This design comes from an exercise in tuning for small area on the open sky130 flow, not from production work.
Only simulation tests tie the RTL to the original design; equivalence was not proved.
No activity file was given, so power comes from the tool's default toggle rates.

`design/flow/run.sh`:
```
#!/bin/bash
# synth_recipe.tcl (not shown) runs the flow's synth.tcl, then flattens the netlist and writes it again
# the make line also repeats each setting of config.mk as NAME=value (left out here)
make -C /OpenROAD-flow-scripts/flow DESIGN_CONFIG=/design/flow/config.mk WORK_HOME=/design/flow/orfs CLKGATE_MAP_FILE= SYNTH_SCRIPT=/design/flow/synth_recipe.tcl finish
```
`design/flow/config.mk`:
```
export PLATFORM = sky130hd
export DESIGN_NAME = msf60_core
export DESIGN_NICKNAME = msf60_core
export VERILOG_FILES = /design/flow/design.v
export SDC_FILE = /design/flow/constraint.sdc
export NUM_CORES = 4
export LEC_CHECK = 0
export CAP_MARGIN = 20
export CORE_MARGIN = 2
export CORE_UTILIZATION = 40
export PLACE_DENSITY = 0.6
export SLEW_MARGIN = 20
```
`design/flow/constraint.sdc`:
```
create_clock -name core_clock -period 15.0 [get_ports {clk}]
set_input_delay 3.0000 -clock core_clock [delete_from_list [all_inputs] [get_ports {clk}]]
set_output_delay 3.0000 -clock core_clock [all_outputs]
set_load 0.01 [all_outputs]
```
`design/flow/design.v`:
```
module msf60_fields (
    input  wire [123:0] buf_a,       
    input  wire [123:0] buf_b,       
    input  wire [7:0]   len,         
    input  wire         eom,         
    output wire [1:0]   p1,
    output wire [1:0]   p2,
    output wire [1:0]   p3,
    output wire [1:0]   p4,
    output wire [8:0]   dut1,        
    output wire [8:0]   year,
    output wire [8:0]   month,
    output wire [8:0]   day,
    output wire [8:0]   weekday,
    output wire [8:0]   hour,
    output wire [8:0]   minute,
    output wire [1:0]   dst_active,  
    output wire [1:0]   dst_ann,     
    output wire         strict_ok
);
    wire [123:0] na = (len == 8'd59) ? (buf_a << 2) :
                      (len == 8'd61) ? (buf_a >> 2) : buf_a;
    wire [123:0] nb = (len == 8'd59) ? (buf_b << 2) :
                      (len == 8'd61) ? (buf_b >> 2) : buf_b;
    function [1:0] parity;
        input [123:0] va;
        input [123:0] vb;
        input integer a;
        input integer b;
        input integer q;
        integer i;
        reg known;
        reg x;
        begin
            known = vb[2*q+1];
            x = vb[2*q];
            for (i = a; i <= b; i = i + 1) begin
                known = known & va[2*i+1];
                x = x ^ va[2*i];
            end
            if (!known)
                parity = 2'b00;
            else if (x)
                parity = 2'b11;   
            else
                parity = 2'b10;   
        end
    endfunction
    assign p1 = parity(na, nb, 17, 24, 54);
    assign p2 = parity(na, nb, 25, 35, 55);
    assign p3 = parity(na, nb, 36, 38, 56);
    assign p4 = parity(na, nb, 39, 51, 57);
    function [8:0] bcd;
        input [123:0] va;
        input integer a;       
        input integer m;       
        input integer ntens;   
        integer i;
        integer wt;
        reg known;
        reg [7:0] tens;
        reg [7:0] units;
        begin
            known = 1'b1;
            tens = 8'd0;
            units = 8'd0;
            for (i = 0; i < m; i = i + 1) begin
                known = known & va[2*(a + i) + 1];
                if (i < ntens) begin
                    wt = 1 << (ntens - 1 - i);
                    if (va[2*(a + i)]) tens = tens + wt[7:0];
                end else begin
                    wt = 1 << (m - 1 - i);
                    if (va[2*(a + i)]) units = units + wt[7:0];
                end
            end
            if (!known || tens > 8'd9 || units > 8'd9)
                bcd = 9'd0;
            else
                bcd = {1'b1, tens * 8'd10 + units};
        end
    endfunction
    assign year    = bcd(na, 17, 8, 4);
    assign month   = bcd(na, 25, 5, 1);
    assign day     = bcd(na, 30, 6, 2);
    assign weekday = bcd(na, 36, 3, 0);
    assign hour    = bcd(na, 39, 6, 2);
    assign minute  = bcd(na, 45, 7, 3);
    function [4:0] unary;   
        input [123:0] vb;
        input integer a;
        input integer m;
        integer i;
        reg ok;
        reg seen_zero;
        reg [3:0] cnt;
        begin
            ok = 1'b1;
            seen_zero = 1'b0;
            cnt = 4'd0;
            for (i = 0; i < m; i = i + 1) begin
                if (!vb[2*(a + i) + 1]) begin
                    ok = 1'b0;
                end else if (vb[2*(a + i)]) begin
                    if (seen_zero) ok = 1'b0;
                    cnt = cnt + 4'd1;
                end else begin
                    seen_zero = 1'b1;
                end
            end
            unary = {ok, cnt};
        end
    endfunction
    wire [4:0] pos_cnt = unary(buf_b, 1, 8);
    wire [4:0] neg_cnt = (len == 8'd59) ? unary(buf_b, 9, 7) : unary(buf_b, 9, 8);
    wire       dut1_k  = pos_cnt[4] && neg_cnt[4] &&
                         !(pos_cnt[3:0] != 4'd0 && neg_cnt[3:0] != 4'd0);
    wire [7:0] dut1_v  = {4'd0, pos_cnt[3:0]} - {4'd0, neg_cnt[3:0]};
    assign dut1 = dut1_k ? {1'b1, dut1_v} : 9'd0;
    assign dst_active = nb[117:116];
    assign dst_ann    = nb[107:106];
    assign strict_ok = (p1 == 2'b11) && (p2 == 2'b11) && (p3 == 2'b11) &&
                       (p4 == 2'b11) && dut1_k && eom;
endmodule
module msf60_core (
    input  wire        clk,
    input  wire        rst,           
    input  wire        cmd_valid,
    output wire        cmd_ready,
    input  wire [63:0] cmd_word,
    output wire        rsp_valid,
    output reg  [31:0] rsp_data,
    output wire        acc_valid,
    input  wire        acc_ready,
    output wire [3:0]  acc_kind,
    output reg  [8:0]  acc_value,
    output reg         acc_is_valid,
    output reg         acc_track,
    input  wire        acc_answer
);
    localparam [31:0] ACTIVE_0_LIMIT     = 32'd150_000;
    localparam [31:0] ACTIVE_A_LIMIT     = 32'd250_000;
    localparam [31:0] ACTIVE_AB_LIMIT    = 32'd350_000;
    localparam [31:0] MINUTE_LIMIT       = 32'd550_000;
    localparam [31:0] PASSIVE_RUNAWAY    = 32'd1_500_000;
    localparam [31:0] PASSIVE_00_MIN     = 32'd450_000;
    localparam [31:0] PASSIVE_10_MIN     = 32'd450_000;
    localparam [31:0] PASSIVE_11_MIN     = 32'd450_000;
    localparam [31:0] PASSIVE_MINUTE_MIN = 32'd650_000;
    localparam [31:0] PASSIVE_NEWSEC_MIN = 32'd450_000;
    localparam [31:0] SPIKE_LIMIT_RESET  = 32'd30_000;
    localparam [7:0] OP_EDGE     = 8'h01;
    localparam [7:0] OP_DECODE   = 8'h02;
    localparam [7:0] OP_ADVANCE  = 8'h03;
    localparam [7:0] OP_SETSPIKE = 8'h04;
    localparam [7:0] OP_QLEN     = 8'h05;
    localparam [7:0] OP_QMARK    = 8'h06;
    localparam [7:0] OP_RDREG    = 8'h07;
    localparam [7:0] OP_RDBUF    = 8'h08;
    localparam [3:0] K_ADD_MINUTE  = 4'd0;
    localparam [3:0] K_CLEAR_JUMPS = 4'd1;
    localparam [3:0] K_SET_YEAR    = 4'd2;
    localparam [3:0] K_SET_MONTH   = 4'd3;
    localparam [3:0] K_SET_DAY     = 4'd4;
    localparam [3:0] K_SET_WEEKDAY = 4'd5;
    localparam [3:0] K_SET_HOUR    = 4'd6;
    localparam [3:0] K_SET_MINUTE  = 4'd7;
    localparam [3:0] K_SET_DST     = 4'd8;
    localparam [3:0] K_BUMP        = 4'd9;
    localparam [3:0] K_IS_VALID    = 4'd10;
    localparam [1:0] T_U = 2'b00;
    localparam [1:0] T_0 = 2'b10;
    localparam [1:0] T_1 = 2'b11;
    localparam [2:0] S_IDLE    = 3'd0;
    localparam [2:0] S_EXEC    = 3'd1;
    localparam [2:0] S_ADDMIN  = 3'd2;
    localparam [2:0] S_CHECK   = 3'd3;
    localparam [2:0] S_CALLS   = 3'd4;
    localparam [2:0] S_ISVALID = 3'd5;
    localparam [2:0] S_RESP    = 3'd6;
    reg [123:0] buf_a;          
    reg [123:0] buf_b;          
    reg [7:0]   second;
    reg [31:0]  t0;
    reg [31:0]  old_delta;
    reg         have_t0;
    reg         new_second;
    reg         new_minute;
    reg         past_new_minute;
    reg         first_minute;
    reg         gate_q;
    reg [31:0]  spike_limit;
    reg [7:0]   parity;         
    reg [8:0]   dut1;           
    reg [2:0]   state;
    reg [63:0]  cmd;
    reg [3:0]   call_kind;
    reg         added;          
    reg         extracted;      
    reg         sok;            
    wire [7:0]  op   = cmd[63:56];
    wire [7:0]  imm8 = cmd[39:32];
    wire [31:0] data = cmd[31:0];
    reg reserved;
    always @* begin
        case (op)
            OP_EDGE:     reserved = cmd[55:33] != 0;
            OP_DECODE:   reserved = cmd[55:33] != 0 || data != 0;
            OP_ADVANCE:  reserved = cmd[55:0]  != 0;
            OP_SETSPIKE: reserved = cmd[55:32] != 0;
            OP_QLEN:     reserved = cmd[55:0]  != 0;
            OP_QMARK:    reserved = cmd[55:33] != 0 || data != 0;
            OP_RDREG:    reserved = cmd[55:40] != 0 || data != 0;
            OP_RDBUF:    reserved = cmd[55:40] != 0 || data != 0;
            default:     reserved = 1'b1;
        endcase
    end
    wire is_edge     = !reserved && op == OP_EDGE;
    wire is_decode   = !reserved && op == OP_DECODE;
    wire is_advance  = !reserved && op == OP_ADVANCE;
    wire is_setspike = !reserved && op == OP_SETSPIKE;
    wire is_qlen     = !reserved && op == OP_QLEN;
    wire is_qmark    = !reserved && op == OP_QMARK;
    wire is_rdreg    = !reserved && op == OP_RDREG;
    wire is_rdbuf    = !reserved && op == OP_RDBUF;
    function marker_at;
        input [123:0] a;
        input [8:0]   e;
        reg   [123:0] sh;
        begin
            if (e < 9'd7 || e > 9'd61) begin
                marker_at = 1'b0;
            end else begin
                sh = a >> (2 * (e - 9'd7));
                marker_at = sh[15:0] == {T_0, T_1, T_1, T_1, T_1, T_1, T_1, T_0};
            end
        end
    endfunction
    wire       mark_prev = marker_at(buf_a, {1'b0, second} - 9'd1);
    wire       mark_60   = marker_at(buf_a, 9'd60);
    reg  [7:0] min_len;
    always @* begin
        if ((second == 8'd59 || second == 8'd60 || second == 8'd61) && mark_prev)
            min_len = second;
        else if (second == 8'd60 && mark_60)
            min_len = 8'd61;
        else
            min_len = 8'd60;
    end
    wire [8:0] sec_inc  = {1'b0, second} + 9'd1;
    wire [7:0] sec_next = (sec_inc > {1'b0, min_len} + 9'd1 || sec_inc >= 9'd62) ?
                          8'd0 : sec_inc[7:0];
    wire [1:0] p1, p2, p3, p4;
    wire [8:0] f_dut1, f_year, f_month, f_day, f_weekday, f_hour, f_minute;
    wire [1:0] f_dst_active, f_dst_ann;
    wire       f_strict_ok;
    msf60_fields u_fields (
        .buf_a      (buf_a),
        .buf_b      (buf_b),
        .len        (min_len),
        .eom        (mark_prev),
        .p1         (p1),
        .p2         (p2),
        .p3         (p3),
        .p4         (p4),
        .dut1       (f_dut1),
        .year       (f_year),
        .month      (f_month),
        .day        (f_day),
        .weekday    (f_weekday),
        .hour       (f_hour),
        .minute     (f_minute),
        .dst_active (f_dst_active),
        .dst_ann    (f_dst_ann),
        .strict_ok  (f_strict_ok)
    );
    wire strict_mode = cmd[32];
    wire ok1 = p1 == 2'b11;
    wire ok2 = p2 == 2'b11;
    wire ok3 = p3 == 2'b11;
    wire ok4 = p4 == 2'b11;
    assign acc_valid = state == S_ADDMIN || state == S_CALLS || state == S_ISVALID;
    assign acc_kind  = state == S_ADDMIN  ? K_ADD_MINUTE :
                       state == S_ISVALID ? K_IS_VALID   : call_kind;
    always @* begin
        acc_value    = 9'd0;
        acc_is_valid = 1'b0;
        acc_track    = 1'b0;
        if (state == S_CALLS) begin
            case (call_kind)
                K_SET_YEAR: begin
                    acc_value    = f_year;
                    acc_is_valid = strict_mode ? f_strict_ok : ok1;
                    acc_track    = added;
                end
                K_SET_MONTH: begin
                    acc_value    = f_month;
                    acc_is_valid = strict_mode ? f_strict_ok : ok2;
                    acc_track    = added;
                end
                K_SET_DAY: begin
                    acc_value    = f_day;
                    acc_is_valid = strict_mode ? f_strict_ok : (ok1 && ok2 && ok3);
                    acc_track    = added;
                end
                K_SET_WEEKDAY: begin
                    acc_value    = f_weekday;
                    acc_is_valid = strict_mode ? f_strict_ok : ok3;
                    acc_track    = added;
                end
                K_SET_HOUR: begin
                    acc_value    = f_hour;
                    acc_is_valid = strict_mode ? f_strict_ok : ok4;
                    acc_track    = added;
                end
                K_SET_MINUTE: begin
                    acc_value    = f_minute;
                    acc_is_valid = strict_mode ? f_strict_ok : ok4;
                    acc_track    = added;
                end
                K_SET_DST: begin
                    acc_value    = {5'd0, f_dst_active, f_dst_ann};
                    acc_track    = added;
                end
                default: ;
            endcase
        end
    end
    wire acc_fire = acc_valid && acc_ready;
    wire [31:0] ts    = data;
    wire        dir_rise = cmd[32];
    wire [31:0] delta = ts - t0;
    reg        e_wr;
    reg [5:0]  e_slot;
    reg [1:0]  e_a, e_b;
    reg        e_ns, e_nm;
    always @* begin
        e_wr   = 1'b0;
        e_slot = second[5:0];
        e_a    = T_U;
        e_b    = T_U;
        e_ns   = 1'b0;
        e_nm   = 1'b0;
        if (!dir_rise) begin
            if (delta < ACTIVE_0_LIMIT) begin
                if (old_delta != 32'd0 && old_delta < ACTIVE_0_LIMIT) begin
                    e_wr = 1'b1; e_a = T_0; e_b = T_1;
                end else if (old_delta > PASSIVE_00_MIN) begin
                    e_wr = 1'b1; e_a = T_0; e_b = T_0;
                end
            end else if (delta < ACTIVE_A_LIMIT && old_delta > PASSIVE_10_MIN) begin
                e_wr = 1'b1; e_a = T_1; e_b = T_0;
            end else if (delta >= ACTIVE_A_LIMIT && delta < ACTIVE_AB_LIMIT &&
                         old_delta > PASSIVE_11_MIN) begin
                e_wr = 1'b1; e_a = T_1; e_b = T_1;
            end else if (delta >= ACTIVE_AB_LIMIT && delta < MINUTE_LIMIT &&
                         old_delta > PASSIVE_MINUTE_MIN) begin
                e_wr = 1'b1; e_slot = 6'd0; e_a = T_1; e_b = T_1;
                e_nm = 1'b1;
            end else begin
                e_wr = 1'b1;   
            end
        end else begin
            if (delta < PASSIVE_RUNAWAY)
                e_ns = delta > PASSIVE_NEWSEC_MIN;
            else
                e_wr = 1'b1;   
        end
    end
    wire [31:0] status = {26'd0, gate_q, have_t0, first_minute,
                          past_new_minute, new_minute, new_second};
    wire       qmark_hit = marker_at(buf_a, {1'b0, second} + {8'd0, cmd[32]});
    wire [1:0] rd_a = buf_a[2*imm8[5:0] +: 2];
    wire [1:0] rd_b = buf_b[2*imm8[5:0] +: 2];
    always @* begin
        rsp_data = 32'd0;
        if (is_edge) begin
            rsp_data = status;
        end else if (is_decode) begin
            rsp_data = {30'd0, sok, extracted};
        end else if (is_qlen) begin
            rsp_data = {24'd0, min_len};
        end else if (is_qmark) begin
            rsp_data = {31'd0, qmark_hit};
        end else if (is_rdreg) begin
            case (imm8)
                8'h00: rsp_data = status;
                8'h01: rsp_data = {24'd0, second};
                8'h02: rsp_data = t0;
                8'h03: rsp_data = old_delta;
                8'h04: rsp_data = spike_limit;
                8'h05: rsp_data = {24'd0, parity};
                8'h06: rsp_data = {23'd0, dut1};
                default: rsp_data = 32'd0;
            endcase
        end else if (is_rdbuf) begin
            if (imm8 <= 8'd61)
                rsp_data = {28'd0, rd_b, rd_a};
        end
    end
    assign cmd_ready = state == S_IDLE;
    assign rsp_valid = state == S_RESP;
    always @(posedge clk) begin
        if (rst) begin
            buf_a           <= {124{1'b0}};
            buf_b           <= {124{1'b0}};
            second          <= 8'd0;
            t0              <= 32'd0;
            old_delta       <= 32'd0;
            have_t0         <= 1'b0;
            new_second      <= 1'b0;
            new_minute      <= 1'b0;
            past_new_minute <= 1'b0;
            first_minute    <= 1'b1;
            gate_q          <= 1'b0;
            spike_limit     <= SPIKE_LIMIT_RESET;
            parity          <= 8'd0;
            dut1            <= 9'd0;
            state           <= S_IDLE;
            cmd             <= 64'd0;
            call_kind       <= 4'd0;
            added           <= 1'b0;
            extracted       <= 1'b0;
            sok             <= 1'b0;
        end else begin
            case (state)
                S_IDLE: begin
                    if (cmd_valid) begin
                        cmd   <= cmd_word;
                        state <= S_EXEC;
                    end
                end
                S_EXEC: begin
                    state <= S_RESP;
                    if (is_edge) begin
                        new_second      <= 1'b0;
                        new_minute      <= 1'b0;
                        past_new_minute <= 1'b0;
                        if (!have_t0) begin
                            t0      <= ts;
                            have_t0 <= 1'b1;
                        end else if (delta < spike_limit) begin
                            t0 <= ts;
                        end else begin
                            t0        <= ts;
                            old_delta <= delta;
                            new_second <= e_ns;
                            new_minute <= e_nm;
                            if (e_wr) begin
                                buf_a[2*e_slot +: 2] <= e_a;
                                buf_b[2*e_slot +: 2] <= e_b;
                            end
                        end
                    end else if (is_setspike) begin
                        if (data < ACTIVE_0_LIMIT)
                            spike_limit <= data;
                    end else if (is_decode) begin
                        added     <= 1'b0;
                        extracted <= 1'b0;
                        sok       <= 1'b0;
                        state     <= first_minute ? S_CHECK : S_ADDMIN;
                    end else if (is_advance) begin
                        if (new_minute || past_new_minute) begin
                            if (first_minute && gate_q) begin
                                state <= S_ISVALID;
                            end else begin
                                gate_q <= 1'b0;
                                second <= 8'd0;
                            end
                        end else begin
                            second <= sec_next;
                        end
                    end
                end
                S_ADDMIN: begin
                    if (acc_ready) begin
                        added <= acc_answer;
                        state <= S_CHECK;
                    end
                end
                S_CHECK: begin
                    if (second != min_len) begin
                        gate_q <= 1'b0;
                        state  <= S_RESP;
                    end else begin
                        call_kind <= K_CLEAR_JUMPS;
                        state     <= S_CALLS;
                    end
                end
                S_CALLS: begin
                    if (acc_fire) begin
                        if (call_kind == K_BUMP) begin
                            parity    <= {p4, p3, p2, p1};
                            dut1      <= f_dut1;
                            gate_q    <= strict_mode ? f_strict_ok : f_dut1[8];
                            extracted <= 1'b1;
                            sok       <= f_strict_ok;
                            state     <= S_RESP;
                        end else begin
                            call_kind <= call_kind + 4'd1;
                        end
                    end
                end
                S_ISVALID: begin
                    if (acc_ready) begin
                        if (acc_answer)
                            first_minute <= 1'b0;
                        gate_q <= 1'b0;
                        second <= 8'd0;
                        state  <= S_RESP;
                    end
                end
                S_RESP: begin
                    state <= S_IDLE;
                end
                default: state <= S_IDLE;
            endcase
        end
    end
endmodule
```
==> notes.md <==
status complete, no violations; Post-Place Worst Slack roughly 1.5 ns; most area-consuming cells after synthesis dfxtp_1 22%, mux4_2 12%, mux2i_1 10%; Min-Delay Path Class reg2reg; IO buf count ~120; RSZ-0062 raised after global routing false; router iterations before antenna repair 9; Iteration-0 DRC Markers ~5,300; ant diodes 0; Max clock buf depth 3; Core Area around 100,000 um2; largest net degree at the start of global routing 166; Post-synth EDFFs 0; Die X 320.9 um; Mean Syn Cell Area slightly below 8 um2; DRC violations left 0; required time of the critical path roughly 12 ns; static leakage about 16 nW; worst hold slack approximately 0.45 ns; Tot Pwr 4.215 mW; flop2flop setup slack between 4 and 5 ns; Area Overhead vs Synth 8.834%; filler-free cell count of the finished design slightly above 6,000; Max Cap Viol 0; initial cell density of the core roughly two fifths; ys flop type dfxtp_1; Unique masters post-synth 109; # placed instances 6,086; Tcrit/Tclk final between 90% and 100%; final wirelength 162,000 um; cell repeated most along the worst path buf_4; Yosys top cell area share between 20% and 30%; Most Used Layer, Global Route met2; Setup Crit Path Kind reg2out; min cycle time layout about 14 ns; post-synthesis sequential area ratio 22.18%; row count ~120; Pwr Density approximately 96 nW/um2; post-route ant nets 0; Crit. End Element output pin; Setup WS post-layout about 0.65 ns; ratio of cells with drive above 1 in the final layout ~11%; Pins Over Slew Limit 0; root buffer cell clkbuf_16; RePlAce Congestion 1.047; first-pass GRT wire length about 240,000 um; Syn Inst Count a little over 5,000; ys async rst share 0%; skew final between 0.05 and 0.06 ns; vias in the first global route 36,660; CP peak stage delay 0.85 ns; detailed placement HPWL ~120,000 um; GR Util met2 43.70%; Synth area leader dfxtp_1; Die ar. ~100,000 um2; Crit Path Max Fanout 75; global routing usage on met3 around 5.5%; VDD IR max slightly above 0.1 mV; Mapped Area 40,170 um2; DR vias/cell 6.506; Post-CTS Hold Fix Bufs 0; Final Hold Vio Count 0; crit path launch type flip-flop; CTS H-tree lvls 2; Crit path arrival time around 11 ns; slew at the pin closest to its max-slew limit 1.215 ns; DIE HEIGHT ~320 um; clock buffer count from CTS between 50 and 60; slowest CP cell dfxtp_1; met1 GRT Util between 40% and 50%; GRT Overall Usage a little under a third; setup violators final 0; NumNets Final a little over 5,000; initial antenna violation count 5; synth warn 2; Sink Count ~450; top-level port count about 120; register bit count reported by yosys about 450; clock latency (worst-skew pair) roughly 0.65 ns; setup TNS 0 ns; Post-CTS Setup Bufs 0; via count 40,220; Peak Freq between 0.06 and 0.07 GHz; wire per inst around 26 um; total grt overflow 0; CTS tree built; Max-slew headroom 18.38%; clk slew on worst S/H paths ~0.070 ns
-- stage by stage --
step | cell area, um2 | utilization (%)
finish | 43710 | 43.78
global route | 43710 | 43.78
CTS | 43690 | 43.76
detailed placement | 41950 | 42.01
global placement | 41930 | 41.99
floorplan | 40170 | -
-- final cells by class --
| cell class | instances | area, um2 |
|---|---|---|
| Clock buffer | 71 | 1464 |
| Clock inverter | 26 | 282.8 |
| Fill cell | 9999 | 56140 |
| Inverter | 151 | 574.3 |
| Multi-Input combinational cell | 3973 | 28880 |
| Sequential cell | 445 | 8925 |
| Tap cell | 1298 | 1624 |
| Timing Repair Buffer | 219 | 1966 |
-- cells in the final DEF (no fill, tap or decap), types with 16 or more instances in the layout --
master / Yosys / routed
a21oi_1: 339 / 339
mux2_2: 46 / 46
a21o_1: 41 / 41
o22ai_1: 43 / 43
a22oi_1: 31 / 31
a31oi_1: 61 / 61
or3_1: 34 / 34
clkbuf_16: 0 / 53
inv_1: 149 / 147
nand3_1: 176 / 175
buf_4: 13 / 99
a211oi_1: 39 / 38
mux4_2: 211 / 211
or2_2: 17 / 17
dfxtp_1: 445 / 440
nand3b_1: 22 / 22
clkdlybuf4s50_1: 0 / 117
nand4_1: 54 / 54
nor3_1: 98 / 94
ha_1: 128 / 125
nor2b_1: 27 / 27
xnor2_1: 72 / 70
mux2i_1: 407 / 407
o21ai_0: 203 / 202
nor4_1: 63 / 60
and2_1: 25 / 24
xor2_1: 54 / 51
nand2b_1: 56 / 56
o211ai_1: 65 / 65
nand2_1: 820 / 819
a32oi_1: 16 / 16
a222oi_1: 29 / 29
nor2_1: 362 / 362
o21a_1: 24 / 24
and3_1: 54 / 52
-- final timing paths --
path | from | to | depth (start not counted)
max reg2reg | second[1] | gate_q | 30
max | second[1] | acc_is_valid | 31
min reg2reg | cmd[38] | cmd[38] | 2
min | cmd[38] | cmd[38] | 2
-- registers in the layout, summed over array words and instances, names as in the netlist, 3 cells and up --
register	count
parity	8
buf_b	124
old_delta	32
cmd	64
spike_limit	32
second	8
dut1	6
call_kind	4
buf_a	124
state	3
t0	32
-- metal layers --
layer / wire length, um / vias to the layer above
met5: 29 / -
met4: 9369 / 4
met3: 16170 / 337
met2: 67170 / 2223
met1: 69300 / 19510
li1: - / 18160
-- worst max-delay path: cells and delay by family (launching register included) --
family / cells / cell delay (ns)
and+or+nand+nor: 7 / 2.27
DFF: 1 / 0.85
adders and majority gates: 2 / 0.62
xor gates and xnor gates: 3 / 0.95
AOI/OAI and AO/OA: 13 / 3.80
buffers and inverters: 6 / 2.17
-- logic make-up (layout without fill, tap and decap cells) --
logic type	count (synthesis)	after routing	share of synthesized area, %
muxes	666	666	23.36
adders and majority gates	135	135	4.336
and+or+nand+nor	1900	1900	21.99
buffers and inverters	646	467	6.408
DFF	445	445	22.18
other	1	2	0.009336
xor gates and xnor gates	131	131	3.034
AOI/OAI and AO/OA	1139	1139	18.69
-- repair_timing --
item	in CTS	in global routing
endpoints found under the setup margin	0	1
gates resized for setup	0	1
hold endpoints to repair	0	0
-- synth_stat cells (63+ instances only) --
| cell type | number |
|---|---|
| inv_1 | 149 |
| dfxtp_1 | 445 |
| o211ai_1 | 65 |
| o21ai_0 | 203 |
| mux4_2 | 211 |
| nor2_1 | 362 |
| nand3_1 | 176 |
| mux2i_1 | 407 |
| xnor2_1 | 72 |
| a21oi_1 | 339 |
| ha_1 | 128 |
| nor3_1 | 98 |
| nor4_1 | 63 |
| clkbuf_1 | 378 |
| nand2_1 | 820 |
-- power by group --
group	leakage, nW	internal, mW	switching [mW]	total (mW)
registers	3.60	1.22	0.0748	1.30
clock network	0.851	0.757	0.560	1.32
logic	11.5	0.586	1.02	1.60
total	16.0	2.56	1.65	4.21

==> afterwards: timing with drivers on the ports <==
In the flow no input, the clock included, has a driving cell. The finished layout below was timed again as built, in two steps.
Step 1, drivers: a clkbuf_16 drives clk and a buf_2 each remaining input, both assumed.
Step 2 times the ports against the registers' clock, not the clock port: input delays grow and output delays shrink by t, the midpoint of the rising clock arrivals with the driver on.
Slacks: no drivers / after step 1 / after step 2; pairs: no drivers / after step 1.
t (ns): 0.692
slack for setup (ns): 0.648 / 0.577 / 1.269
hold slack, ns: 0.449 / 0.449 / 0.449
worst slew at a driven data input, ns: 0.06
After both steps setup and hold are still met in this run. The setup slack of this run moves by -0.071 ns with the drivers and by +0.621 ns with both steps.
